This is an optimization exercise on Yosys and OpenROAD, whose aim is small area, a short achievable clock period and few clock cycles per item, not a production implementation.
In this exercise RTL edits were held to simulation tests only and were not proved equivalent to the original.
No activity file was given, so power comes from the tool's default toggle rates.

==> flow/design.v <==
module psg_envpass (
    input  wire        clk,
    input  wire        rst,
    input  wire        ld_we,
    input  wire [2:0]  ld_track,
    input  wire [3:0]  ld_addr,
    input  wire [31:0] ld_data,
    input  wire        cmd_valid,
    input  wire [1:0]  cmd_op,
    output wire        cmd_ready,
    output reg         res_valid,
    output reg  [5:0]  res_upd,
    output reg  [5:0]  res_env,
    output wire [95:0] res_val,
    output reg         res_done
);
    localparam OP_TRIG = 2'd0;
    localparam OP_REL  = 2'd1;
    localparam OP_TICK = 2'd2;
    localparam NU = 12;
    localparam VW = 63;
    function [15:0] conv;
        input [2:0]  k;
        input [15:0] v;
        begin
            case (k)
                3'd1:    conv = ($signed(v) > 16'sd255)  ? 16'd255 :
                                ($signed(v) < -16'sd255) ? 16'hff01 : v;
                3'd2:    conv = v[15] ? 16'd0 : v;
                3'd4:    conv = v[15] ? 16'd0 :
                                (v > 16'd20000) ? 16'd20000 : v;
                default: conv = v[15] ? 16'd0 :
                                (v > 16'd255) ? 16'd255 : v;
            endcase
        end
    endfunction
    function same;
        input [2:0]  k;
        input [15:0] a;
        input [15:0] b;
        reg hi_a, hi_b, lo_a, lo_b;
        begin
            case (k)
                3'd1: begin
                    hi_a = $signed(a) > 16'sd255;  hi_b = $signed(b) > 16'sd255;
                    lo_a = $signed(a) < -16'sd255; lo_b = $signed(b) < -16'sd255;
                end
                3'd2: begin
                    hi_a = 1'b0; hi_b = 1'b0;
                    lo_a = a[15]; lo_b = b[15];
                end
                3'd4: begin
                    hi_a = $signed(a) > 16'sd20000; hi_b = $signed(b) > 16'sd20000;
                    lo_a = a[15]; lo_b = b[15];
                end
                default: begin
                    hi_a = $signed(a) > 16'sd255; hi_b = $signed(b) > 16'sd255;
                    lo_a = a[15]; lo_b = b[15];
                end
            endcase
            same = (hi_a && hi_b) || (lo_a && lo_b) || (a == b);
        end
    endfunction
    function [VW-1:0] pack;
        input [95:0] w;
        begin
            pack = {w[87:80], w[78:64], w[55:48], w[46:32], w[24:16], w[7:0]};
        end
    endfunction
    function [95:0] unpack;
        input [VW-1:0] p;
        begin
            unpack = {8'd0, p[62:55], 1'b0, p[54:40], 8'd0, p[39:32],
                      1'b0, p[31:17], {7{p[16]}}, p[16:8], 8'd0, p[7:0]};
        end
    endfunction
    reg        lw_v;
    reg [2:0]  lw_t;
    reg [3:0]  lw_a;
    reg [31:0] lw_d;
    always @(posedge clk) begin
        if (rst)
            lw_v <= 1'b0;
        else
            lw_v <= ld_we;
        lw_t <= ld_track;
        lw_a <= ld_addr;
        lw_d <= ld_data;
    end
    reg [15:0] px [0:5][1:11];
    reg [15:0] py [0:5][0:11];
    reg [3:0]  hn [0:5];
    reg [3:0]  hs [0:5];
    reg [3:0]  hls[0:5];
    reg [3:0]  hle[0:5];
    integer wk, wj;
    always @(posedge clk) begin
        for (wk = 0; wk < 6; wk = wk + 1) begin
            for (wj = 0; wj < 12; wj = wj + 1) begin
                if (lw_v && lw_t == wk && lw_a == wj) begin
                    if (wj != 0) px[wk][wj] <= lw_d[31:16];
                    py[wk][wj] <= lw_d[15:0];
                end
            end
            if (lw_v && lw_t == wk && lw_a == 4'd12) begin
                hn[wk]  <= lw_d[3:0];
                hs[wk]  <= (lw_d[15:8]  < 8'd12) ? lw_d[11:8]  : 4'hf;
                hls[wk] <= (lw_d[23:16] < 8'd12) ? lw_d[19:16] : 4'hf;
                hle[wk] <= (lw_d[31:24] < 8'd12) ? lw_d[27:24] : 4'hf;
            end
        end
    end
    reg [15:0] nt   [0:5];    
    reg [15:0] nx   [0:5];    
    reg [3:0]  pnt  [0:5];
    reg [11:0] poh  [0:5];    
    reg        released;
    reg        live;
    reg        rdy;
    reg        cv;            
    reg [1:0]  cop;
    reg [5:0]  pend;          
    reg [5:0]  fix;           
    assign cmd_ready = rdy;
    reg [15:0] pa_x [0:5];
    reg [15:0] pa_y [0:5];
    reg [15:0] pb_y [0:5];
    reg [15:0] pc_x [0:5];       
    reg        t_nz   [0:5];
    reg        t_hold [0:5];
    reg        t_arr  [0:5];
    reg        t_loop [0:5];
    reg        t_end  [0:5];     
    reg        t_same [0:5];     
    reg [15:0] t_val  [0:5];     
    reg [13:0] oh [0:5];
    reg [3:0]  pcs;
    integer k, jj;
    always @* begin
        for (k = 0; k < 6; k = k + 1) begin
            oh[k] = {2'b00, poh[k]};
            pa_x[k] = 16'd0; pa_y[k] = 16'd0; pb_y[k] = 16'd0; pc_x[k] = 16'd0;
            for (jj = 0; jj < 12; jj = jj + 1) begin
                if (jj >= 1) pa_x[k] = pa_x[k] | (px[k][jj] & {16{oh[k][jj]}});
                pa_y[k] = pa_y[k] | (py[k][jj] & {16{oh[k][jj]}});
                if (jj >= 1) pb_y[k] = pb_y[k] | (py[k][jj] & {16{oh[k][jj-1]}});
                if (jj >= 1) pc_x[k] = pc_x[k] | (px[k][jj] & {16{fix[k] ? oh[k][jj-1] : (jj >= 2 ? oh[k][jj-2] : 1'b0)}});
            end
            t_nz[k]   = (hn[k] == 4'd0);
            t_hold[k] = ((pnt[k] == hs[k]) && !released) || (pnt[k] == hn[k] - 4'd1);
            t_arr[k]  = (nt[k] >= nx[k]);
            t_loop[k] = (pnt[k] + 4'd1 == hle[k]) && (hls[k] != 4'hf) && !released;
            if (t_nz[k])
                t_end[k] = 1'b1;
            else if (!t_hold[k] && t_arr[k])
                t_end[k] = t_loop[k] ? (hls[k] == hn[k] - 4'd1)
                                     : (pnt[k] + 4'd1 == hn[k] - 4'd1);
            else
                t_end[k] = (pnt[k] == hn[k] - 4'd1);
            t_same[k] = same(k[2:0], pa_y[k], pb_y[k]);
            t_val[k] = conv(k[2:0], (t_hold[k] || !t_arr[k]) ? pa_y[k] : pb_y[k]);
        end
    end
    wire haspts = !(t_nz[0] && t_nz[1] && t_nz[2] && t_nz[3] && t_nz[4] && t_nz[5]);
    wire allend = t_end[0] && t_end[1] && t_end[2] && t_end[3] && t_end[4] && t_end[5];
    wire term   = (haspts && allend) || (t_nz[0] && released);
    wire can     = ((pend & (pend - 6'd1)) == 6'd0) && (fix == 6'd0);
    wire proc    = cv && can;
    wire accept  = cmd_valid && rdy;
    wire do_tick = proc && cop == OP_TICK;
    wire do_trig = proc && cop == OP_TRIG;
    wire do_rel  = proc && cop == OP_REL;
    reg [5:0]    n_zp, n_int, n_fix;
    reg [95:0]   n_val;
    integer q;
    always @* begin
        n_zp = 6'd0; n_int = 6'd0; n_fix = 6'd0; n_val = 96'd0;
        for (q = 0; q < 6; q = q + 1) begin
            if (live) begin
                if (t_nz[q]) begin
                    n_zp[q] = (nt[q] == 16'd1);
                end else if (!t_hold[q] && !t_arr[q] && !t_same[q]) begin
                    n_int[q] = 1'b1;
                end else if (!t_hold[q] && t_arr[q] && t_loop[q]) begin
                    n_fix[q] = 1'b1;
                end else begin
                    n_val[q*16 +: 16] = t_val[q];
                end
            end
        end
    end
    wire [5:0] isel  = pend & (~pend + 6'd1);
    wire [5:0] pnext = pend & ~isel;
    reg          t0_v;
    reg          t0_live;
    reg [5:0]    t0_zp, t0_int;
    reg          t0_done;
    reg [VW-1:0] t0_val;
    wire t0_go = t0_v && (pnext == 6'd0) && (fix == 6'd0);
    reg          dl_v    [1:NU];
    reg          dl_live [1:NU];
    reg [5:0]    dl_zp   [1:NU];
    reg [5:0]    dl_int  [1:NU];
    reg          dl_done [1:NU];
    reg [VW-1:0] dl_val  [1:NU];
    reg [5:0] pend_n, fix_n;
    reg       cv_n;
    always @* begin
        cv_n   = accept || (cv && !proc);
        pend_n = do_tick ? n_int : pnext;
        fix_n  = do_tick ? n_fix : 6'd0;
    end
    wire [95:0] t0_val_u = unpack(t0_val);
    reg [95:0] fixv;
    integer m;
    always @* begin
        fixv = t0_val_u;
        for (m = 0; m < 6; m = m + 1)
            if (fix[m])
                fixv[m*16 +: 16] = conv(m[2:0], pa_y[m]);
    end
    always @(posedge clk) begin
        if (rst) begin
            live     <= 1'b0;
            released <= 1'b0;
            rdy      <= 1'b1;
            cv       <= 1'b0;
            pend     <= 6'd0;
            fix      <= 6'd0;
            t0_v     <= 1'b0;
        end else begin
            cv   <= cv_n;
            pend <= pend_n;
            fix  <= fix_n;
            rdy  <= !cv_n || (((pend_n & (pend_n - 6'd1)) == 6'd0) && (fix_n == 6'd0));
            if (t0_go)
                t0_v <= 1'b0;
            if (do_tick)
                t0_v <= 1'b1;
            if (do_trig) begin
                released <= 1'b0;
                live     <= 1'b1;
            end
            if (do_rel)
                released <= 1'b1;
            if (do_tick && live && term)
                live <= 1'b0;
        end
        if (accept)
            cop <= cmd_op;
        for (m = 0; m < 6; m = m + 1) begin
            if (lw_v && lw_t == m && lw_a == pnt[m] + 4'd1)
                nx[m] <= lw_d[31:16];
            if (fix[m]) begin
                nt[m] <= pa_x[m] + 16'd1;
                nx[m] <= pc_x[m];
            end
            if (do_trig) begin
                nt[m]  <= 16'd1;
                pnt[m] <= 4'd0;
                poh[m] <= 12'd1;
                nx[m]  <= px[m][1];
            end
            if (do_tick && live) begin
                if (t_nz[m]) begin
                    if (nt[m] == 16'd1)
                        nt[m] <= 16'd2;
                end else if (!t_hold[m]) begin
                    if (!t_arr[m]) begin
                        nt[m] <= nt[m] + 16'd1;
                    end else if (t_loop[m]) begin
                        pnt[m] <= hls[m];
                        poh[m] <= 12'd1 << hls[m];
                    end else begin
                        pnt[m] <= pnt[m] + 4'd1;
                        poh[m] <= {poh[m][10:0], 1'b0};
                        nt[m]  <= nt[m] + 16'd1;
                        nx[m]  <= pc_x[m];
                    end
                end
            end
        end
        if (fix != 6'd0)
            t0_val <= pack(fixv);
        if (do_tick) begin
            t0_live <= live;
            t0_zp   <= n_zp;
            t0_int  <= n_int;
            t0_done <= live && term;
            t0_val  <= pack(n_val);
        end
    end
    reg [15:0] s_pax, s_pay, s_pbx, s_pby, s_t;
    reg [2:0]  s_tid;
    integer u;
    always @* begin
        s_pax = 16'd0; s_pay = 16'd0; s_pbx = 16'd0; s_pby = 16'd0; s_t = 16'd0;
        s_tid = 3'd0;
        for (u = 0; u < 6; u = u + 1) begin
            if (isel[u]) begin
                s_pax = s_pax | pa_x[u];
                s_pay = s_pay | pa_y[u];
                s_pbx = s_pbx | nx[u];
                s_pby = s_pby | pb_y[u];
                s_t   = s_t   | nt[u];
                s_tid = s_tid | u[2:0];
            end
        end
    end
    function [31:0] dstep;
        input [15:0] r;
        input [15:0] lo;
        input [15:0] den;
        input [17:0] den3;
        reg   [17:0] x;
        reg   [18:0] c1, c2, c3;
        begin
            x  = {r, lo[15:14]};
            c1 = {1'b0, x} - {3'd0, den};
            c2 = {1'b0, x} - {2'd0, den, 1'b0};
            c3 = {1'b0, x} - {1'b0, den3};
            if (!c3[18])
                dstep = {c3[15:0], lo[13:0], 2'd3};
            else if (!c2[18])
                dstep = {c2[15:0], lo[13:0], 2'd2};
            else if (!c1[18])
                dstep = {c1[15:0], lo[13:0], 2'd1};
            else
                dstep = {x[15:0], lo[13:0], 2'd0};
        end
    endfunction
    reg        u0_v;
    reg [2:0]  u0_tid;
    reg [15:0] u0_ax, u0_ay, u0_bx, u0_by, u0_t;
    reg        u1_v;
    reg [2:0]  u1_tid;
    reg [15:0] u1_ay, u1_da, u1_m, u1_den;
    reg        u1_neg;
    reg        u2_v;
    reg [2:0]  u2_tid;
    reg [15:0] u2_ay, u2_den;
    reg [17:0] u2_den3;
    reg        u2_neg;
    reg [19:0] u2_q0, u2_q1, u2_q2, u2_q3;
    reg        us_v   [3:NU-1];
    reg [2:0]  us_tid [3:NU-1];
    reg [15:0] us_ay  [3:NU-1];
    reg        us_neg [3:NU-1];
    reg [15:0] us_den [3:NU-1];
    reg [17:0] us_den3[3:NU-1];
    reg [15:0] us_r   [3:NU-1];
    reg [15:0] us_lo  [3:NU-1];
    wire [16:0] u0_dp = {u0_by[15], u0_by} - {u0_ay[15], u0_ay};
    wire [31:0] u2_p  = {12'd0, u2_q0} + {8'd0, u2_q1, 4'd0}
                      + {4'd0, u2_q2, 8'd0} + {u2_q3, 12'd0};
    reg [31:0] dv [4:NU-1];
    integer s;
    always @* begin
        for (s = 4; s < NU; s = s + 1)
            dv[s] = dstep(us_r[s-1], us_lo[s-1], us_den[s-1], us_den3[s-1]);
    end
    integer e;
    always @(posedge clk) begin
        if (rst) begin
            u0_v <= 1'b0;
            u1_v <= 1'b0;
            u2_v <= 1'b0;
            for (e = 3; e < NU; e = e + 1)
                us_v[e] <= 1'b0;
        end else begin
            u0_v <= (pend != 6'd0);
            u1_v <= u0_v;
            u2_v <= u1_v;
            us_v[3] <= u2_v;
            for (e = 4; e < NU; e = e + 1)
                us_v[e] <= us_v[e-1];
        end
        u0_tid <= s_tid;
        u0_ax  <= s_pax;
        u0_ay  <= s_pay;
        u0_bx  <= s_pbx;
        u0_by  <= s_pby;
        u0_t   <= s_t;
        u1_tid <= u0_tid;
        u1_ay  <= u0_ay;
        u1_neg <= u0_dp[16];
        u1_da  <= u0_dp[16] ? 16'd0 - u0_dp[15:0] : u0_dp[15:0];
        u1_m   <= u0_t + ~u0_ax;
        u1_den <= u0_bx - u0_ax;
        u2_tid  <= u1_tid;
        u2_ay   <= u1_ay;
        u2_neg  <= u1_neg;
        u2_den  <= u1_den;
        u2_den3 <= {2'b00, u1_den} + {1'b0, u1_den, 1'b0};
        u2_q0   <= u1_da * u1_m[3:0];
        u2_q1   <= u1_da * u1_m[7:4];
        u2_q2   <= u1_da * u1_m[11:8];
        u2_q3   <= u1_da * u1_m[15:12];
        us_tid[3]  <= u2_tid;
        us_ay[3]   <= u2_ay;
        us_neg[3]  <= u2_neg;
        us_den[3]  <= u2_den;
        us_den3[3] <= u2_den3;
        us_r[3]    <= u2_p[31:16];
        us_lo[3]   <= u2_p[15:0];
        for (e = 4; e < NU; e = e + 1) begin
            us_tid[e]  <= us_tid[e-1];
            us_ay[e]   <= us_ay[e-1];
            us_neg[e]  <= us_neg[e-1];
            us_den[e]  <= us_den[e-1];
            us_den3[e] <= us_den3[e-1];
            us_r[e]    <= dv[e][31:16];
            us_lo[e]   <= dv[e][15:0];
        end
    end
    wire [15:0] uq   = us_lo[NU-1];
    wire [15:0] uv   = us_neg[NU-1] ? (us_ay[NU-1] - uq) : (us_ay[NU-1] + uq);
    wire        uout = us_v[NU-1];
    wire [2:0]  utid = us_tid[NU-1];
    wire [95:0] uval = {conv(3'd5, uv), conv(3'd4, uv), conv(3'd3, uv),
                        conv(3'd2, uv), conv(3'd1, uv), conv(3'd0, uv)};
    reg  [VW-1:0] rv;                  
    wire [95:0]   dl_out = unpack(dl_val[NU]);
    wire [95:0]   uv_pk  = uval;
    assign res_val = unpack(rv);
    reg [VW-1:0] rv_n;
    reg [95:0]   rv_w;
    integer f;
    always @* begin
        rv_w = unpack(rv);
        for (f = 0; f < 6; f = f + 1) begin
            if (uout && utid == f)
                rv_w[f*16 +: 16] = uv_pk[f*16 +: 16];
            else if (dl_v[NU] && !dl_int[NU][f])
                rv_w[f*16 +: 16] = dl_out[f*16 +: 16];
        end
        rv_n = pack(rv_w);
    end
    reg [5:0] envm;
    always @* begin
        for (f = 0; f < 6; f = f + 1)
            envm[f] = dl_live[NU] && (hn[f] != 4'd0);
    end
    always @(posedge clk) begin
        if (rst) begin
            for (f = 1; f <= NU; f = f + 1)
                dl_v[f] <= 1'b0;
            res_valid <= 1'b0;
        end else begin
            dl_v[1] <= t0_go;
            for (f = 2; f <= NU; f = f + 1)
                dl_v[f] <= dl_v[f-1];
            res_valid <= dl_v[NU];
        end
        dl_live[1] <= t0_live;
        dl_zp[1]   <= t0_zp;
        dl_int[1]  <= t0_int;
        dl_done[1] <= t0_done;
        dl_val[1]  <= t0_val;
        for (f = 2; f <= NU; f = f + 1) begin
            dl_live[f] <= dl_live[f-1];
            dl_zp[f]   <= dl_zp[f-1];
            dl_int[f]  <= dl_int[f-1];
            dl_done[f] <= dl_done[f-1];
            dl_val[f]  <= dl_val[f-1];
        end
        if (dl_v[NU]) begin
            res_upd  <= envm | dl_zp[NU];
            res_env  <= envm;
            res_done <= dl_done[NU];
        end
        rv <= rv_n;
    end
endmodule
==> flow/flow/run.sh <==
#!/bin/bash
set -euo pipefail
bash standard.sh SETUP_SLACK_MARGIN=7.5 TNS_END_PERCENT=10 finish > standard_flow.log 2>&1
==> flow/standard.sh <==
#!/bin/bash
# synth_recipe.tcl (not shown) runs the flow's synth.tcl, then flattens the netlist and writes it again
# the make line also repeats each setting of config.mk as NAME=value (left out here)
make -C /OpenROAD-flow-scripts/flow DESIGN_CONFIG=/design/flow/config.mk WORK_HOME=/design/flow/orfs CLKGATE_MAP_FILE= SYNTH_SCRIPT=/design/flow/synth_recipe.tcl "${@:-finish}"
==> flow/config.mk <==
export PLATFORM = sky130hd
export DESIGN_NAME = psg_envpass
export DESIGN_NICKNAME = psg_envpass
export VERILOG_FILES = /design/flow/design.v
export SDC_FILE = /design/flow/constraint.sdc
export NUM_CORES = 4
export LEC_CHECK = 0
export ABC_AREA = 1
export CAP_MARGIN = 20
export CORE_MARGIN = 2
export CORE_UTILIZATION = 28
export PLACE_DENSITY = 0.33
export SLEW_MARGIN = 20
==> flow/constraint.sdc <==
create_clock -name core_clock -period 12.0 [get_ports {clk}]
set_input_delay 2.4000 -clock core_clock [delete_from_list [all_inputs] [get_ports {clk}]]
set_output_delay 2.4000 -clock core_clock [all_outputs]
set_load 0.01 [all_outputs]
==> implementation parameters, run 1 <==
Parameter                              Value

Global routing
  Maximum number of pins on one net before global-route repair ... 80
  GR Util All Layers ... about a quarter
  Total congestion overflow after global routing ... 0
  Global-route wire length before repair ... 1366000 µm
  Via count of the first global-routing pass ... 160900
  Initial antenna violation count ... between 100 and 150

Worst setup path
  Worst setup path category ... flip-flop to flip-flop
  Slowest library cell on the worst path ... sky130_fd_sc_hd__nor2_1
  Number of buffers and inverters on the critical path ... 2
  Arrival time of the worst setup path ... ~5.6 ns
  Endpoint required time on the critical path ... 12.81 ns
  Peak fanout along the critical path ... 28
  Most frequent cell on the critical path ... sky130_fd_sc_hd__nand2_1
  Longest individual stage delay on the worst path ... 0.95 ns
  CP delay by family, top ... simple AND/OR/NAND/NOR gates
  Type of destination of the critical path ... flip-flop
  Critical path startpoint category ... flip-flop
  Cells traversed along the worst timing path ... buf_4 > nand2_1 > nand2_1 > nor2_1 > nand2_1 > nor2_1 > nand2_1 > nor2_1 > nand2_1 > nand3_1 > nand2_1 > inv_1 > nand3_1 > o2111ai_1 > o22ai_1

Cells and area
  Ratio of cells with drive above 1 in the final layout ... under 10%
  Layout Nets ... 23990
  Fin util ... about a third
  Area of the multi-input gates ... about 80000 µm²
  Post-route cell area ... 245900 µm²
  Final standard cell count with taps included and fillers excluded ... 33530
  Reg area ... 120000 µm²
  Area growth, synth to finish ... 16.60%
  Layout fillers ... about 77000

Synthesis
  Register area share after synthesis ... between 50% and 60%
  Number of warning messages in the yosys log ... 38
  Cells taking the most area after synthesis ... sky130_fd_sc_hd__edfxtp_1 (35%), sky130_fd_sc_hd__dfxtp_1 (22%), sky130_fd_sc_hd__nand2_1 (12%)
  Largest area contributor in the synthesized netlist ... sky130_fd_sc_hd__edfxtp_1
  Flip-flop and latch count after synthesis ... 4753
  Syn Std Cell Area ... 210900 µm²
  Gate count after technology mapping ... between 20000 and 25000
  Yosys top cell area share ... 35.02%
  Average cell area after synthesis ... 9.324 µm²
  Commonest cells in the synthesized netlist ... sky130_fd_sc_hd__nand2_1 (6851), sky130_fd_sc_hd__edfxtp_1 (2459), sky130_fd_sc_hd__dfxtp_1 (2294), sky130_fd_sc_hd__inv_1 (2233), sky130_fd_sc_hd__nor2_1 (1404)
  Proportion of synthesized flip-flops having asynchronous set or reset ... 0%
  Prevailing post-synth register cell ... sky130_fd_sc_hd__edfxtp_1
  Cell variety after synth ... 74
  Number of flops mapped to enable cells by yosys ... about 2500
  Dominant cell by count in the synthesized netlist ... sky130_fd_sc_hd__nand2_1

Clocking
  Worst-Skew Late Latency ... 1.14 ns
  Clk slew on worst S/H paths ... 0.06 ns
  H-tree depth ... 6
  CTS tree ... done
  Clock root buffer ... sky130_fd_sc_hd__clkbuf_16
  TritonCTS buffer count ... 581
  Maximum root-to-sink buffer count ... 4
  Number of sinks on the clock net ... 4753

STA
  Period utilization ... 40.32%
  Fin. Hold Viols ... 0
  Setup repair after global routing missed its margin ... true
  Final min period ... 4.838 ns
  Number of failing setup endpoints in the final timing report ... 0
  Hold WS ... 0.2982 ns
  Maximum clock frequency ... 0.2067 GHz
  Worst-Margin Slew ... 1.423 ns
  Slew margin rel. ... under 10%
  Final setup skew ... 0.06324 ns
  Slew Limit Fails ... 0
  Post-Route Setup TNS ... 0 ns

Power
  Static leakage power ... 100.8 nW
  Maximum vdd drop ... 0.1464 mV
  Net switching fraction of the power ... 33.74%
  Portion of total power attributed to sequential cells ... 39.1%
  Internal power consumption ... 0.03176 W
  Power density over the cells ... 195.0 nW/µm²
  Relative contribution of combinational cells to total power ... 23.7%
  Clock power frac ... a little under two fifths
  NetSw ... ~0.016 W

Routing
  Detailed-route vias per instance ... 4.958
  Via count ... 166200
  DRC viols ... 0
  Remaining antenna violation count ... 0
  Number of DRC markers in iteration 0 ... 15780
  Routed length per instance ... approximately 30 µm
  Total length of routed wires ... 1013000 µm
  First drt pass iteration count ... 7

Job
  Max-capacitance violation count ... 0

Die
  Die area ... 760000 µm²
  Chip height ... 871.8 µm
  Floorplan row count ... roughly 320
  Initial Util ... 28.11%
  IO Count ... between 150 and 200
  Core area ... 750000 µm²
  Die extent in x ... 871.8 µm

Place
  Total half-perimeter wirelength after legalization and detailed placement ... between 700000 and 800000 µm
  Weighted congestion reported at the end of routability-driven placement ... 0.9918
  Post-placement cell count ... 32350
  Count of input and output buffers ... 129
  Instance area after placement ... 225900 µm²

Worst hold path
  HP Class ... flip-flop to flip-flop

Status
  Result of the run ... complete, no violations
==> flip-flops by register name, indices dropped and copies added, names as in the netlist, 24 cells and up <==
name,count
us_lo,144
px,1056
hn,24
poh,72
us_ay,144
us_den,120
lw_d,32
rv,63
nt,96
dl_zp,72
us_den3,144
t0_val,63
dl_val,756
hs,24
py,1152
nx,96
us_tid,27
hle,24
dl_int,72
us_r,128
hls,24
pnt,24
==> metal layers <==
layer	vias up	GRT usage (%)	part of all wire, %
met2	5626	42.21	46
met5	-	0	0.017
met3	1350	3.652	5.8
li1	77000	-	-
met1	82240	34.16	43
met4	24	10.39	4.7
==> cells by family after synthesis <==
group | synth area share [%]
flip-flops | 56.80
XOR/XNOR | 2.654
AO/OA/AOI/OAI | 9.864
other | 0.001778
adder cells (fa/ha/maj) | 6.004
AND/OR/NAND/NOR | 18.88
buffers and inverters | 5.683
multiplexers | 0.1104
==> power groups by stage <==
stage                     clock, W  sequential (W)  combinational (W)
after floorplan                  0          0.0185            0.00743
after detailed placement         0          0.0191             0.0114
after global routing        0.0189          0.0188             0.0127
final                       0.0178          0.0188             0.0114
after CTS                   0.0183          0.0188             0.0114
after global placement           0          0.0191             0.0114
==> metrics by stage <==
step | setup slack [ns] | total power, W
finish | 7.162 | 0.04793
global route | 7.247 | 0.05047
CTS | 7.257 | 0.04854
detailed placement | 6.726 | 0.03051
global placement | 6.179 | 0.03055
floorplan | 8.056 | 0.02596
==> worst register-to-register path, delay by kind of cell (launching register included) <==
kind / cells / cell delay, ns
compound gates: 2 / 0.69
buf+inv: 2 / 0.56
flops: 1 / 0.58
simple gates: 11 / 2.72
==> repair_timing <==
| item | 4_1_cts | 5_1_grt |
|---|---|---|
| hold buffers | 0 | 0 |
| endpoints found under the setup margin | 420 | 294 |
| gates resized for setup | 28 | 42 |
| pin swaps | 4 | 2 |
| cloned | 2 | 1 |
| buffers inserted | 6 | 7 |
==> worst paths after layout <==
kind              cells after the start                    to  slack (ns)                 from
setup / recovery                     15  t0_val[35]$_DFFE_PP_        7.16   poh[3][10]$_DFF_P_
hold / removal                        0   dl_zp[3][3]$_DFF_P_        0.30  dl_zp[2][3]$_DFF_P_
setup reg to reg                     15  t0_val[35]$_DFFE_PP_        7.16   poh[3][10]$_DFF_P_
hold reg to reg                       0   dl_zp[3][3]$_DFF_P_        0.30  dl_zp[2][3]$_DFF_P_
==> layout make-up <==
cell class	instances	area share, %
Antenna cell	96	0.09771
Clock buffer	802	6.635
Clock inverter	264	1.237
Inverter	2284	3.501
Multi-Input combinational cell	14810	32.67
Sequential cell	4753	48.81
Tap cell	9920	5.049
Timing Repair Buffer	600	2.000
==> layout by cell type (no fill, tap or decap), types with 47 or more instances in the layout <==
master,instances
sky130_fd_sc_hd__o2111ai_1,59
sky130_fd_sc_hd__nand3_1,832
sky130_fd_sc_hd__dfxtp_1,2177
sky130_fd_sc_hd__diode_2,96
sky130_fd_sc_hd__buf_4,457
sky130_fd_sc_hd__nor3_1,162
sky130_fd_sc_hd__o221ai_1,101
sky130_fd_sc_hd__nor4_1,47
sky130_fd_sc_hd__clkinv_2,91
sky130_fd_sc_hd__o211ai_1,207
sky130_fd_sc_hd__a22o_1,111
sky130_fd_sc_hd__clkinv_1,67
sky130_fd_sc_hd__clkbuf_8,71
sky130_fd_sc_hd__clkbuf_16,592
sky130_fd_sc_hd__clkdlybuf4s50_1,126
sky130_fd_sc_hd__o22ai_1,248
sky130_fd_sc_hd__a211oi_1,145
sky130_fd_sc_hd__ha_1,751
sky130_fd_sc_hd__a31oi_1,83
sky130_fd_sc_hd__xnor2_1,188
sky130_fd_sc_hd__fa_1,163
sky130_fd_sc_hd__nor2_4,88
sky130_fd_sc_hd__or2_2,52
sky130_fd_sc_hd__nor2_1,1307
sky130_fd_sc_hd__inv_1,2223
sky130_fd_sc_hd__xor2_1,447
sky130_fd_sc_hd__edfxtp_1,2459
sky130_fd_sc_hd__a221oi_1,234
sky130_fd_sc_hd__nand2_1,6840
sky130_fd_sc_hd__clkbuf_1,139
sky130_fd_sc_hd__nand4_1,334
sky130_fd_sc_hd__o21ai_0,978
sky130_fd_sc_hd__dfxtp_2,77
sky130_fd_sc_hd__a21oi_1,921
Testbench counts, summed over its fixed seeds: cycles 35,697, ticks 9,029.
==> inputs of run 2 (changes only) <==
--- a/flow/design.v
+++ b/flow/design.v
@@ -133,5 +133,5 @@
     reg        t_end  [0:5];     
     reg        t_same [0:5];     
-    reg [15:0] t_val  [0:5];     
+    reg [3:0]  t_pnew [0:5];     
     reg [13:0] oh [0:5];
     reg [3:0]  pcs;
@@ -159,5 +159,10 @@
                 t_end[k] = (pnt[k] == hn[k] - 4'd1);
             t_same[k] = same(k[2:0], pa_y[k], pb_y[k]);
-            t_val[k] = conv(k[2:0], (t_hold[k] || !t_arr[k]) ? pa_y[k] : pb_y[k]);
+            if (t_hold[k] || !t_arr[k])
+                t_pnew[k] = pnt[k];
+            else if (t_loop[k])
+                t_pnew[k] = hls[k];
+            else
+                t_pnew[k] = pnt[k] + 4'd1;
         end
     end
@@ -172,8 +177,10 @@
     wire do_rel  = proc && cop == OP_REL;
     reg [5:0]    n_zp, n_int, n_fix;
-    reg [95:0]   n_val;
+    reg [23:0]   n_pa;
     integer q;
     always @* begin
-        n_zp = 6'd0; n_int = 6'd0; n_fix = 6'd0; n_val = 96'd0;
+        n_zp = 6'd0; n_int = 6'd0; n_fix = 6'd0;
+        for (q = 0; q < 6; q = q + 1)
+            n_pa[q*4 +: 4] = t_pnew[q];
         for (q = 0; q < 6; q = q + 1) begin
             if (live) begin
@@ -184,6 +191,4 @@
                 end else if (!t_hold[q] && t_arr[q] && t_loop[q]) begin
                     n_fix[q] = 1'b1;
-                end else begin
-                    n_val[q*16 +: 16] = t_val[q];
                 end
             end
@@ -196,6 +201,6 @@
     reg [5:0]    t0_zp, t0_int;
     reg          t0_done;
-    reg [VW-1:0] t0_val;
-    wire t0_go = t0_v && (pnext == 6'd0) && (fix == 6'd0);
+    reg [23:0]   t0_pa;
+    wire t0_go = t0_v && (pnext == 6'd0);
     reg          dl_v    [1:NU];
     reg          dl_live [1:NU];
@@ -203,5 +208,5 @@
     reg [5:0]    dl_int  [1:NU];
     reg          dl_done [1:NU];
-    reg [VW-1:0] dl_val  [1:NU];
+    reg [23:0]   dl_pa   [1:NU];
     reg [5:0] pend_n, fix_n;
     reg       cv_n;
@@ -211,13 +216,5 @@
         fix_n  = do_tick ? n_fix : 6'd0;
     end
-    wire [95:0] t0_val_u = unpack(t0_val);
-    reg [95:0] fixv;
     integer m;
-    always @* begin
-        fixv = t0_val_u;
-        for (m = 0; m < 6; m = m + 1)
-            if (fix[m])
-                fixv[m*16 +: 16] = conv(m[2:0], pa_y[m]);
-    end
     always @(posedge clk) begin
         if (rst) begin
@@ -281,6 +278,4 @@
             end
         end
-        if (fix != 6'd0)
-            t0_val <= pack(fixv);
         if (do_tick) begin
             t0_live <= live;
@@ -288,5 +283,5 @@
             t0_int  <= n_int;
             t0_done <= live && term;
-            t0_val  <= pack(n_val);
+            t0_pa   <= n_pa;
         end
     end
@@ -421,10 +416,25 @@
                         conv(3'd2, uv), conv(3'd1, uv), conv(3'd0, uv)};
     reg  [VW-1:0] rv;                  
-    wire [95:0]   dl_out = unpack(dl_val[NU]);
+    reg [5:0] envm;
+    integer f;
+    always @* begin
+        for (f = 0; f < 6; f = f + 1)
+            envm[f] = dl_live[NU] && (hn[f] != 4'd0);
+    end
+    reg  [95:0]   dl_out;
+    integer g, h;
+    always @* begin
+        for (g = 0; g < 6; g = g + 1) begin
+            dl_out[g*16 +: 16] = 16'd0;
+            for (h = 0; h < 12; h = h + 1)
+                if (dl_pa[NU][g*4 +: 4] == h)
+                    dl_out[g*16 +: 16] = dl_out[g*16 +: 16] | py[g][h];
+            dl_out[g*16 +: 16] = envm[g] ? conv(g[2:0], dl_out[g*16 +: 16]) : 16'd0;
+        end
+    end
     wire [95:0]   uv_pk  = uval;
     assign res_val = unpack(rv);
     reg [VW-1:0] rv_n;
     reg [95:0]   rv_w;
-    integer f;
     always @* begin
         rv_w = unpack(rv);
@@ -437,9 +447,4 @@
         rv_n = pack(rv_w);
     end
-    reg [5:0] envm;
-    always @* begin
-        for (f = 0; f < 6; f = f + 1)
-            envm[f] = dl_live[NU] && (hn[f] != 4'd0);
-    end
     always @(posedge clk) begin
         if (rst) begin
@@ -457,5 +462,5 @@
         dl_int[1]  <= t0_int;
         dl_done[1] <= t0_done;
-        dl_val[1]  <= t0_val;
+        dl_pa[1]   <= t0_pa;
         for (f = 2; f <= NU; f = f + 1) begin
             dl_live[f] <= dl_live[f-1];
@@ -463,5 +468,5 @@
             dl_int[f]  <= dl_int[f-1];
             dl_done[f] <= dl_done[f-1];
-            dl_val[f]  <= dl_val[f-1];
+            dl_pa[f]   <= dl_pa[f-1];
         end
         if (dl_v[NU]) begin
==> flow/flow/run.sh (replaced) <==
#!/bin/bash
set -euo pipefail
bash standard.sh SETUP_SLACK_MARGIN=8 TNS_END_PERCENT=10 finish > standard_flow.log 2>&1
--- a/flow/config.mk
+++ b/flow/config.mk
@@ -8,4 +8,6 @@
 export ABC_AREA = 1
 export CAP_MARGIN = 20
+export CELL_PAD_IN_SITES_DETAIL_PLACEMENT = 1
+export CELL_PAD_IN_SITES_GLOBAL_PLACEMENT = 2
 export CORE_MARGIN = 2
 export CORE_UTILIZATION = 28
==> run 2 against run 1 <==
Net effect: sequential power about the same; largest cell class unchanged; highest routed layer unchanged; combinational power grew 120%; critical path depth fell by 14.
==> implementation parameters, run 2 <==
Parameter                              Value

Power
  Power density over the cells ... 251.8 nW/µm² (+29%)
  Maximum vdd drop ... 0.1902 mV (+30%)
  Static leakage power ... 100.8 nW (about the same)

Die
  Die extent in x ... 863.1 µm (-0.99%)
  Die area ... 745000 µm² (-2.0%)
  Core area ... 735800 µm² (-1.9%)
  Floorplan row count ... 315 (-0.94%)
  IO Count ... 156 (unchanged)
  Initial Util ... 28.09% (about the same)
  Chip height ... 863.1 µm (-0.99%)

Worst hold path
  Terminating pin of the worst hold path ... dl_live[6]$_DFF_P_
  Critical hold path startpoint ... dl_live[5]$_DFF_P_
  HP Class ... flip-flop to flip-flop
  Hold Crit Depth ... 0 (unchanged)

Clocking
  Number of sinks on the clock net ... 4246 (-11%)
  Worst-Skew Late Latency ... 1.15 ns (about the same)
  Clock root buffer ... sky130_fd_sc_hd__clkbuf_16
  Clk slew on worst S/H paths ... 0.06 ns (about the same)
  TritonCTS buffer count ... 546 (-6.0%)
  Maximum root-to-sink buffer count ... 4 (unchanged)
  H-tree depth ... 6 (unchanged)
  CTS tree ... done

Cells and area
  Area growth, synth to finish ... 17.30%
  Leading registers by flop count ... py x1152, px x1056, dl_pa x288
  Max reg flops ... 1152 (unchanged)
  Reg area ... 109500 µm² (-8.7%)
  Register with the most flip-flops ... py
  Layout fillers ... 84330 (+9.2%)
  Top library cells by usage in the layout, fill and taps aside ... sky130_fd_sc_hd__nand2_1 (6865), sky130_fd_sc_hd__inv_1 (2467), sky130_fd_sc_hd__edfxtp_1 (2420), sky130_fd_sc_hd__dfxtp_1 (1706), sky130_fd_sc_hd__nor2_1 (1356)
  Most common cell after layout, fill and taps aside ... sky130_fd_sc_hd__nand2_1
  Fin util ... 32.95% (+0.17 points)
  Area of the multi-input gates ... 85970 µm² (+7.1%)
  Ratio of cells with drive above 1 in the final layout ... 8.488% (+0.93 points)
  Layout Nets ... 24660 (+2.8%)

Synthesis
  Syn Std Cell Area ... 206700 µm² (-2.0%)
  Dominant cell by count in the synthesized netlist ... sky130_fd_sc_hd__nand2_1
  Number of flops mapped to enable cells by yosys ... 2420 (-1.6%)
  Gate count after technology mapping ... 23240 (+2.8%)
  Register area share after synthesis ... 52.85% (-3.9 points)
  Commonest cells in the synthesized netlist ... sky130_fd_sc_hd__nand2_1 (6894), sky130_fd_sc_hd__inv_1 (2495), sky130_fd_sc_hd__edfxtp_1 (2420), sky130_fd_sc_hd__dfxtp_1 (1826), sky130_fd_sc_hd__nor2_1 (1485)
  Proportion of synthesized flip-flops having asynchronous set or reset ... 0% (unchanged)
  Number of warning messages in the yosys log ... 38 (unchanged)
  Largest area contributor in the synthesized netlist ... sky130_fd_sc_hd__edfxtp_1
  Average cell area after synthesis ... 8.894 µm² (-4.6%)
  Flip-flop and latch count after synthesis ... 4246 (-11%)
  Yosys top cell area share ... 35.16% (+0.14 points)
  Cells taking the most area after synthesis ... sky130_fd_sc_hd__edfxtp_1 (35%), sky130_fd_sc_hd__dfxtp_1 (18%), sky130_fd_sc_hd__nand2_1 (13%)
  Cell variety after synth ... 82 (+11%)
  Prevailing post-synth register cell ... sky130_fd_sc_hd__edfxtp_1

Worst setup path
  Cells on worst reg2reg path ... 14 (-1)
  Internal reg-to-reg setup slack ... 7.62 ns (+0.46 ns)
  Critical path startpoint category ... flip-flop
  Peak fanout along the critical path ... 7 (-75%)
  CP delay by family, top ... flip-flops
  Critical register-to-register path startpoint ... poh[5][7]$_DFF_P_
  Slowest library cell on the worst path ... sky130_fd_sc_hd__edfxtp_1
  Type of destination of the critical path ... primary output
  Arrival time of the worst setup path ... 2.22 ns (-3.42 ns)
  Crit Reg-Reg Endpoint ... nx[5][13]$_DFF_P_
  Worst setup path category ... flip-flop to primary output
  Longest individual stage delay on the worst path ... 0.81 ns (-0.14 ns)
  Cells traversed along the worst timing path ... buf_2
  Number of buffers and inverters on the critical path ... 1 (-1)
  Endpoint required time on the critical path ... 9.60 ns (-3.21 ns)

Place
  Weighted congestion reported at the end of routability-driven placement ... 0.9632 (-2.9%)
  Total half-perimeter wirelength after legalization and detailed placement ... 838200 µm (+16%)
  Dpl ws ... 6.004 ns (-0.7219 ns)
  Count of input and output buffers ... 129 (unchanged)

Global routing
  Via count of the first global-routing pass ... 179400 (+12%)
  Total congestion overflow after global routing ... 0 (unchanged)
  Global-route wire length before repair ... 1563000 µm (+14%)
  GR Util All Layers ... 30.06% (+4.3 points)
  Fraction of met2 tracks used by global routing ... 46.25% (+4.0 points)
  Maximum number of pins on one net before global-route repair ... 139 (+74%)
  Global Route met1 Usage ... 43.21% (+9.1 points)
  Global routing's busiest layer ... met2
  Initial antenna violation count ... 167 (+14%)
  Fraction of met3 tracks used by global routing ... 4.178% (+0.53 points)

STA
  Fin. Hold Viols ... 0 (unchanged)
  Period utilization ... 38.46% (-1.9 points)
  Final worst-path setup slack ... 7.385 ns (+0.2227 ns)
  Post-Route Setup TNS ... 0 ns (unchanged)
  Final min period ... 4.615 ns (-0.2227 ns)
  Maximum clock frequency ... 0.2167 GHz (+4.8%)
  Worst-Margin Slew ... 1.315 ns (-0.1076 ns)
  Slew Limit Fails ... 0 (unchanged)
  Final setup skew ... 0.06183 ns (-0.001413 ns)
  Slew margin rel. ... 12.34% (+8.2 points)
  Number of failing setup endpoints in the final timing report ... 0 (unchanged)
  Hold WS ... 0.3095 ns (+0.01127 ns)
  Setup repair after global routing missed its margin ... true

Routing
  Remaining antenna violation count ... 0 (unchanged)
  Routed length per instance ... 33.97 µm (+12%)
  Via count ... 178200 (+7.2%)
  DRC viols ... 0 (unchanged)
  First drt pass iteration count ... 8 (+1)
  Total length of routed wires ... 1159000 µm (+14%)
  Detailed-route vias per instance ... 5.224 (+5.3%)
  Number of DRC markers in iteration 0 ... 16950 (+7.4%)

Job
  Max-capacitance violation count ... 0 (unchanged)

Status
  Result of the run ... complete, no violations
## run 2: changes by cell type in the layout (fill, tap and decap cells not counted), sizes merged, moves of 66 or more
cell	before	now
a221oi	243	432
buf	472	649
dfxtp	2294	1826
inv	2294	2538
nand3	842	1027
nor2	1435	1501
o21ai	1017	1171
## run 2: cell type report
type | instances | area share (%)
Clock buffer | 732 | 6.297
Clock inverter | 269 | 1.263
Tap cell | 9827 | 5.072
Antenna cell | 138 | 0.1424
Multi-Input combinational cell | 15600 | 35.46
Timing Repair Buffer | 759 | 2.617
Sequential cell | 4246 | 45.18
Inverter | 2544 | 3.971
## run 2: per-stage QoR
stage / cell area [µm²] / total power, W / instances
after CTS: 241400 / 0.06150 / 33930
final: 242400 / 0.06104 / 34120
after global routing: 242300 / 0.06552 / 34060
after global placement: 222000 / 0.04397 / 32890
after detailed placement: 222200 / 0.04405 / 32900
after floorplan: 206800 / 0.03472 / 23260
## run 2: power by group
part,switching [W],total (W),internal [W]
clock network,0.00716,0.0170,0.00985
logic,0.0163,0.0252,0.00892
registers,0.00179,0.0188,0.0170
total,0.0253,0.0610,0.0358
## run 2: worst max path at each step
stage / to / slack [ns] / cells past startpoint / startpoint
final: res_val[0] / 7.38 / 1 / rv[0]$_DFFE_PP_
after global routing: res_val[54] / 7.41 / 1 / rv[38]$_DFFE_PP_
after CTS: res_val[6] / 7.38 / 1 / rv[6]$_DFFE_PP_
after detailed placement: rv[59]$_DFFE_PP_ / 6.00 / 20 / us_neg[11]$_DFF_P_
after global placement: rv[4]$_DFFE_PP_ / 5.95 / 22 / us_lo[11][0]$_SDFF_PN1_
after floorplan: u2_q0[18]$_DFF_P_ / 8.01 / 19 / u1_da[2]$_DFF_P_
## run 2: logic make-up after synthesis
family | share of synthesized area [%]
multiplexers | 0.05873
AO/OA/AOI/OAI | 11.86
other | 0.001814
buffers and inverters | 6.356
flip-flops | 52.85
XOR/XNOR | 2.619
AND/OR/NAND/NOR | 20.13
adder cells (fa/ha/maj) | 6.126
## run 2: per-layer routing
layer	wire [µm]	share of wire, %
met1	542200	47
met5	80	0.0069
met2	498700	43
met3	70720	6.1
met4	47290	4.1
## run 2: what timing repair did
action / 4_1_cts / 5_1_grt
gates resized for setup: 278 / 121
setup endpoints to repair: 525 / 456
hold buffers: 0 / 0
pin swaps: 28 / 29
buffers inserted: 27 / 43
cloned: 2 / 1
Testbench counts of run 2, summed over its fixed seeds: cycles 35,697, ticks 9,029.
==> inputs of run 3 (changes only) <==
--- a/flow/config.mk
+++ b/flow/config.mk
@@ -11,5 +11,7 @@
 export CELL_PAD_IN_SITES_GLOBAL_PLACEMENT = 2
 export CORE_MARGIN = 2
-export CORE_UTILIZATION = 28
-export PLACE_DENSITY = 0.33
+export CORE_UTILIZATION = 32
+export CTS_BUF_LIST = sky130_fd_sc_hd__clkbuf_4 sky130_fd_sc_hd__clkbuf_8
+export CTS_CLUSTER_SIZE = 24
+export PLACE_DENSITY = 0.36
 export SLEW_MARGIN = 20
==> run 3 against run 2 <==
Net effect: clock skew increased by 0.038 ns; worst hold slack got worse by 0.010 ns; sequential cell count unchanged; global-route usage up 2.7 points; sequential power is essentially flat; setup slack lost 0.25 ns; final cell count fell by 2.3%; synthesized cell count unchanged; non-clock buffer count shrank 37; core utilization increased by 4.2 points; clock power shrank 9%; sequential share of layout area is 0.60 points higher.
==> implementation parameters, run 3 <==
Parameter                              Value

STA
  Slew margin rel. ... 11.15% (-1.2 points)
  Final setup skew ... 0.1001 ns (+0.03827 ns)
  Hold WS ... 0.2991 ns (-0.01034 ns)
  Fin. Hold Viols ... 0 (unchanged)
  Post-Route Setup TNS ... 0 ns (unchanged)
  Number of failing setup endpoints in the final timing report ... 0 (unchanged)
  Slew Limit Fails ... 0 (unchanged)
  Setup repair after global routing missed its margin ... true
  Period utilization ... 40.54% (+2.1 points)
  Maximum clock frequency ... 0.2056 GHz (-5.1%)
  Final min period ... 4.864 ns (+0.2490 ns)
  Worst-Margin Slew ... 1.333 ns (+0.01783 ns)

Worst setup path
  CP delay by family, top ... flip-flops
  Endpoint required time on the critical path ... 9.60 ns (about the same)
  Number of buffers and inverters on the critical path ... 1 (unchanged)
  Cells traversed along the worst timing path ... buf_2
  Cells on worst reg2reg path ... 16 (+2)
  Peak fanout along the critical path ... 9 (+2)
  Arrival time of the worst setup path ... 2.46 ns (+0.24 ns)
  Longest individual stage delay on the worst path ... 0.84 ns (+0.03 ns)
  Worst setup path category ... flip-flop to primary output
  Type of destination of the critical path ... primary output
  Critical path startpoint category ... flip-flop
  Slowest library cell on the worst path ... sky130_fd_sc_hd__edfxtp_1
  Crit path depth ... 1 (unchanged)

Synthesis
  Cell variety after synth ... 82 (unchanged)
  Commonest cells in the synthesized netlist ... sky130_fd_sc_hd__nand2_1 (6894), sky130_fd_sc_hd__inv_1 (2495), sky130_fd_sc_hd__edfxtp_1 (2420), sky130_fd_sc_hd__dfxtp_1 (1826), sky130_fd_sc_hd__nor2_1 (1485)
  Gate count after technology mapping ... 23240 (unchanged)
  Number of warning messages in the yosys log ... 38 (unchanged)
  Prevailing post-synth register cell ... sky130_fd_sc_hd__edfxtp_1
  Dominant cell by count in the synthesized netlist ... sky130_fd_sc_hd__nand2_1
  Register area share after synthesis ... 52.85% (unchanged)
  Proportion of synthesized flip-flops having asynchronous set or reset ... 0% (unchanged)
  Average cell area after synthesis ... 8.894 µm² (unchanged)
  Yosys top cell area share ... 35.16% (unchanged)
  Number of flops mapped to enable cells by yosys ... 2420 (unchanged)
  Largest area contributor in the synthesized netlist ... sky130_fd_sc_hd__edfxtp_1
  Flip-flop and latch count after synthesis ... 4246 (unchanged)
  Cells taking the most area after synthesis ... sky130_fd_sc_hd__edfxtp_1 (35%), sky130_fd_sc_hd__dfxtp_1 (18%), sky130_fd_sc_hd__nand2_1 (13%)
  Syn Std Cell Area ... 206700 µm² (unchanged)

Cells and area
  Area growth, synth to finish ... 15.75%
  Ratio of cells with drive above 1 in the final layout ... 10.28% (+1.8 points)
  Layout Nets ... 24860 (+0.80%)
  Fin util ... 37.12% (+4.2 points)
  Register with the most flip-flops ... py
  Most common cell after layout, fill and taps aside ... sky130_fd_sc_hd__nand2_1
  Leading registers by flop count ... py x1152, px x1056, dl_pa x288
  Reg area ... 109500 µm² (about the same)
  Area of the multi-input gates ... 85880 µm² (-0.11%)
  Max reg flops ... 1152 (unchanged)
  Layout fillers ... 74430 (-12%)
  Post-route cell area ... 239200 µm² (-1.3%)
  Top library cells by usage in the layout, fill and taps aside ... sky130_fd_sc_hd__nand2_1 (6876), sky130_fd_sc_hd__inv_1 (2469), sky130_fd_sc_hd__edfxtp_1 (2420), sky130_fd_sc_hd__dfxtp_1 (1714), sky130_fd_sc_hd__nor2_1 (1361)

Clocking
  Clock root buffer ... sky130_fd_sc_hd__clkbuf_8
  CTS tree ... done
  Number of sinks on the clock net ... 4246 (unchanged)
  Maximum root-to-sink buffer count ... 4 (unchanged)
  Worst-Skew Late Latency ... 1.39 ns (+0.24 ns)
  TritonCTS buffer count ... 781 (+43%)
  Count of hold-fix buffers inserted at cts ... 0 (unchanged)
  Clk slew on worst S/H paths ... 0.06 ns (about the same)
  H-tree depth ... 6 (unchanged)

Routing
  DRC viols ... 0 (unchanged)
  Number of DRC markers in iteration 0 ... 18770 (+11%)
  Remaining antenna violation count ... 0 (unchanged)
  Via count ... 180700 (+1.4%)
  Detailed-route vias per instance ... 5.423 (+3.8%)
  First drt pass iteration count ... 6 (-2)
  Routed length per instance ... 33.24 µm (-2.1%)
  Total length of routed wires ... 1108000 µm (-4.4%)

Die
  Die extent in x ... 807.6 µm (-6.4%)
  Core area ... 644500 µm² (-12%)
  Initial Util ... 32.07% (+4.0 points)
  Chip height ... 807.6 µm (-6.4%)
  Floorplan row count ... 295 (-6.3%)
  Die area ... 652300 µm² (-12%)
  IO Count ... 156 (unchanged)

Global routing
  Initial antenna violation count ... 166 (-0.60%)
  GR Util All Layers ... 32.77% (+2.7 points)
  Maximum number of pins on one net before global-route repair ... 137 (-1.4%)
  Total congestion overflow after global routing ... 0 (unchanged)
  Global-route wire length before repair ... 1504000 µm (-3.8%)
  Via count of the first global-routing pass ... 181000 (+0.86%)

Power
  Power density over the cells ... 247.8 nW/µm² (-1.6%)
  Static leakage power ... 100.8 nW (about the same)
  Maximum vdd drop ... 0.2448 mV (+29%)

Status
  Result of the run ... complete, no violations

Place
  Total half-perimeter wirelength after legalization and detailed placement ... 797600 µm (-4.8%)
  Instance area after placement ... 220600 µm² (-0.72%)
  Weighted congestion reported at the end of routability-driven placement ... 0.9841 (+2.2%)
  Count of input and output buffers ... 129 (unchanged)

Worst hold path
  HP Class ... flip-flop to flip-flop
  Hold Crit Depth ... 0 (unchanged)

Job
  Max-capacitance violation count ... 0 (unchanged)
run 3: changes by cell type in the layout (fill, tap and decap cells not counted), sizes merged, moves of 6 or more:
cell         delta
clkinvlp       -10
diode           -6
clkinv         +94
clkbuf        +376
dlygate4sd2     -8
buf            -28
run 3: cells by family (layout without fill, tap and decap cells):
kind of cell | after synthesis | count (layout) | share of synthesized area [%]
and+or+nand+nor | 10200 | 10200 | 20.13
DFF | 4246 | 4246 | 52.85
AOI/OAI and AO/OA | 3831 | 3831 | 11.86
buffers and inverters | 3415 | 4730 | 6.356
adders and majority gates | 914 | 914 | 6.126
xor gates and xnor gates | 618 | 618 | 2.619
muxes | 11 | 11 | 0.05873
other | 1 | 158 | 0.001814
run 3: worst register-to-register path: stages, from the launching register on:
cell and delay, ns:
sky130_fd_sc_hd__dfxtp_1 0.30, sky130_fd_sc_hd__buf_4 0.30, sky130_fd_sc_hd__clkinvlp_4 0.26, sky130_fd_sc_hd__buf_12 0.25, sky130_fd_sc_hd__nand4_1 0.21, sky130_fd_sc_hd__nand3b_1 0.32, sky130_fd_sc_hd__nor2_8 0.22, sky130_fd_sc_hd__nand2_4 0.07
sky130_fd_sc_hd__nor2_4 0.18, sky130_fd_sc_hd__nand2_8 0.26, sky130_fd_sc_hd__nor2_2 0.21, sky130_fd_sc_hd__inv_2 0.10, sky130_fd_sc_hd__nor2_2 0.39, sky130_fd_sc_hd__nand2_1 0.40, sky130_fd_sc_hd__buf_4 0.37, sky130_fd_sc_hd__o31ai_1 0.33
sky130_fd_sc_hd__inv_1 0.07
run 3: per-layer routing:
layer	vias up	global-route usage [%]	wire, µm
li1	80380	-	-
met1	91880	46.08	501400
met2	6861	49.73	473000
met3	1570	5.554	78060
met4	24	13.86	55050
met5	-	0	151
run 3: worst paths after layout:
| kind | startpoint | end | slack, ns |
|---|---|---|---|
| max | rv[3]$_DFFE_PP_ | res_val[3] | 7.14 |
| min | dl_int[7][1]$_DFF_P_ | dl_int[8][1]$_DFF_P_ | 0.30 |
| max reg2reg | fix[3]$_SDFF_PP0_ | nx[2][13]$_DFF_P_ | 7.61 |
| min reg2reg | dl_int[7][1]$_DFF_P_ | dl_int[8][1]$_DFF_P_ | 0.30 |
run 3: layout make-up:
class	instances	share of cell area, %
Sequential cell	4246	45.78
Clock buffer	1109	5.810
Inverter	2544	4.015
Tap cell	8613	4.505
Antenna cell	132	0.1381
Multi-Input combinational cell	15600	35.90
Timing Repair Buffer	722	2.550
Clock inverter	355	1.302
run 3: stage by stage:
stage / worst slack (ns) / total power (W) / instances
after global routing: 7.149 / 0.06358 / 33260
after detailed placement: 6.740 / 0.04388 / 31680
final: 7.136 / 0.05928 / 33320
after floorplan: 8.014 / 0.03472 / 23260
after global placement: 6.611 / 0.04372 / 31660
after CTS: 7.062 / 0.05963 / 33190
run 3: where the power goes:
| group | total [W] | switching, W | internal, W |
|---|---|---|---|
| combinational | 0.0252 | 0.0164 | 0.00882 |
| sequential | 0.0187 | 0.00172 | 0.0170 |
| clock | 0.0154 | 0.00697 | 0.00840 |
| total | 0.0593 | 0.0250 | 0.0342 |
run 3: repair_timing:
| action | 4_1_cts | 5_1_grt |
|---|---|---|
| setup endpoints to repair | 454 | 461 |
| gates cloned | 2 | 1 |
| pin swaps | 23 | 2 |
| resized for setup | 349 | 70 |
| buffers inserted | 41 | 0 |

-- port drivers added, routing unchanged --
In the flow no input, the clock included, has a driving cell. The finished layouts below were timed again as built, in two steps.
Step 1: set_driving_cell puts a clkbuf_16 on clk and a buf_2 on each other input, an assumption about the parent block.
Step 2 adds t to the input delays and takes it off the output delays; t is the mean of the earliest and latest rising clock arrival at the registers after step 1. Input paths then give back, and output paths get back, about the clock's delay inside the block.
Slacks: no drivers / after step 1 / after step 2; pairs: no drivers / after step 1.
run	t, ns	slack for setup (ns)	worst register clock-pin slew, ns	cell pins on the clock port's net
run 1	1.251	7.162 / 7.162 / 7.162	0.07 / 0.07	1
run 2	1.256	7.385 / 7.246 / 7.625	0.07 / 0.07	1
run 3	1.476	7.136 / 7.004 / 7.609	0.08 / 0.08	1
After both steps setup and hold are still met in every run listed.
